This design comes from an exercise in tuning for small area on the open sky130 flow, not from production work.
Function was checked by simulation only, so behaviour that the tests miss may differ from the original.

## north
Design belt_core, start of the top module:
module belt_core (
    input  wire        clk,
    input  wire        rst,
    output reg         mem_req,
    output reg         mem_we,
    output wire [15:0] mem_addr,
    output wire [15:0] mem_wdata,
    input  wire        mem_ready,
    input  wire [15:0] mem_rdata,
    output wire        halted,
    output wire [1:0]  result,
    output wire [15:0] pc_o,
    output wire [15:0] sp_o
);
Size: ~1100 cells after synthesis, about 0.013 mm^2 of cells after synthesis.
export LEC_CHECK = 0
export CAP_MARGIN = 20
export CORE_MARGIN = 2
export CORE_UTILIZATION = 40
export PLACE_DENSITY = 0.6
export SLEW_MARGIN = 20
create_clock -name core_clock -period 10.0 [get_ports {clk}]
standard.sh (not shown) runs the stock make flow with config.mk's settings and CLKGATE_MAP_FILE= SYNTH_SCRIPT=/design/flow/synth_recipe.tcl, a recipe that flattens the netlist after the stock synthesis.
==> flow/flow/run.sh <==
#!/bin/bash
# The standard layout (standard.sh) with three changes:
#  1. after the standard synthesis, the combinational logic is mapped again
#     by ABC with an area-oriented script (flip-flops are kept as they are:
#     same cells, same names), see resyn below;
#  2. ports are buffered with the smallest buffer, buf_1;
#  3. CTS uses clkbuf_8 in clusters of at most 15 sinks and inserts no
#     dummy loads.
# Each tool writes its full output to a log file in this folder.
set -euo pipefail
export BUFFER_PORTS_ARGS="-buffer_cell sky130_fd_sc_hd__buf_1"
export CTS_ARGS="-sink_clustering_enable -repair_clock_nets -dont_use_dummy_load -buf_list {sky130_fd_sc_hd__clkbuf_8} -sink_clustering_size 15 -sink_clustering_max_diameter 50"

R=orfs/results/${FLOW_PLATFORM}/belt_core/base
LIB=${FLOW_HOME}/platforms/${FLOW_PLATFORM}/lib/sky130_fd_sc_hd__tt_025C_1v80.lib

# standard synthesis
bash standard.sh synth > synth.log 2>&1
cp $R/1_2_yosys.v 1_2_yosys_standard.v

# remap the combinational logic for area
DU=$(sed -n '/DONT_USE_CELLS += /,/^#/p' ${FLOW_HOME}/platforms/${FLOW_PLATFORM}/config.mk \
     | grep -o 'sky130_fd_sc_hd__[a-z0-9_]*' | sed 's/^/-dont_use /' | tr '\n' ' ')
SEQ=$(grep -o 'sky130_fd_sc_hd__[a-z0-9_]*' 1_2_yosys_standard.v | sort -u \
      | grep -E '__(df|edf|sdf|sedf|dl)' | tr '\n' ' ')
printf 'strash\n&get -n\n&deepsyn -T 40\n&put\ndch -f\namap -F 5 -A 5\nstrash\ndch -f\namap -F 5 -A 5\ntopo\n' > resyn.abc
cat > resyn.ys <<EOT
read_liberty -ignore_miss_func $LIB
blackbox $SEQ
read_verilog 1_2_yosys_standard.v
hierarchy -top ${FLOW_TOP}
flatten
opt_clean -purge
abc -liberty $LIB $DU -script resyn.abc
setundef -zero
splitnets
opt_clean -purge
hilomap -singleton -hicell sky130_fd_sc_hd__conb_1 HI -locell sky130_fd_sc_hd__conb_1 LO
insbuf -buf sky130_fd_sc_hd__buf_4 A X
opt_clean -purge
stat -liberty $LIB
write_verilog -noattr -nohex -nodec 1_2_yosys_resyn.v
EOT
yosys -s resyn.ys > resyn.log 2>&1
cp 1_2_yosys_resyn.v $R/1_2_yosys.v

# the rest of the flow (1_synth.odb is rebuilt from the new netlist)
bash standard.sh > standard.log 2>&1
north ran to completion and came out clean on the timing, design-rule and antenna checks.
> inputs changed (north -> south)
-- flow/flow/run.sh --
<<< north, line 25
      | grep -E '__(df|edf|sdf|sedf|dl)' | tr '\n' ' ')
printf 'strash\n&get -n\n&deepsyn -T 40\n&put\ndch -f\namap -F 5 -A 5\nstrash\ndch -f\namap -F 5 -A 5\ntopo\n' > resyn.abc
cat > resyn.ys <<EOT
>>> south, line 25
      | grep -E '__(df|edf|sdf|sedf|dl)' | tr '\n' ' ')
printf 'strash\n&get -n\n&deepsyn -T 40\n&put\ndch -f\nmap -a\nstrash\ndch -f\nmap -a\ntopo\n' > resyn.abc
cat > resyn.ys <<EOT
-- flow/config.mk --
<<< north, line 9
export CORE_MARGIN = 2
export CORE_UTILIZATION = 40
export PLACE_DENSITY = 0.6
export SLEW_MARGIN = 20
>>> south, line 9
export CORE_MARGIN = 2
export CORE_UTILIZATION = 65
export PLACE_DENSITY = 0.8
export SLEW_MARGIN = 20
Findings:
Comparing south with north, the flip-flop and latch area came out essentially unchanged.
Across both runs, routed wire length was higher for south than for north.
Cmp south vs north: period utilization higher in south
south -> north: number of buffers added by the clock tree synthesis step delta 0, exact match
Relative to south, the following input files were edited for east:
-- flow/config.mk --
<<< south, line 9
export CORE_MARGIN = 2
export CORE_UTILIZATION = 65
export PLACE_DENSITY = 0.8
export SLEW_MARGIN = 20
>>> east, line 9
export CORE_MARGIN = 2
export CORE_UTILIZATION = 40
export PLACE_DENSITY = 0.6
export SLEW_MARGIN = 20
Both conditions hold for east: the flow ran to the end and the final layout passed the timing, design-rule and antenna checks. On final period demand of the worst path: between east and south, it ends up higher for south.

port drivers added, routing unchanged:
How much do the figures lean on ideal ports? The routed layouts below were timed once more, with nothing changed but the port constraints. Step 1 assumes that a clkbuf_16 drives the clock port and a buf_2 every other input. Step 2 times the ports against the registers' clock, not the clock port: input delays grow and output delays shrink by t, the midpoint of the rising clock arrivals with the driver on. Three values: no drivers, after step 1, after step 2; two values: the first two.
| run | shift t [ns] | slack for setup (ns) | worst slew at a driven data input, ns |
|---|---|---|---|
| north | 0.571 | 0.743 / 0.697 / 1.141 | 0.09 |
| south | 0.584 | 0.646 / 0.598 / 0.980 | 0.05 |
| east | 0.591 | 0.711 / 0.664 / 1.255 | 0.05 |
After both steps every run listed still meets setup and hold.
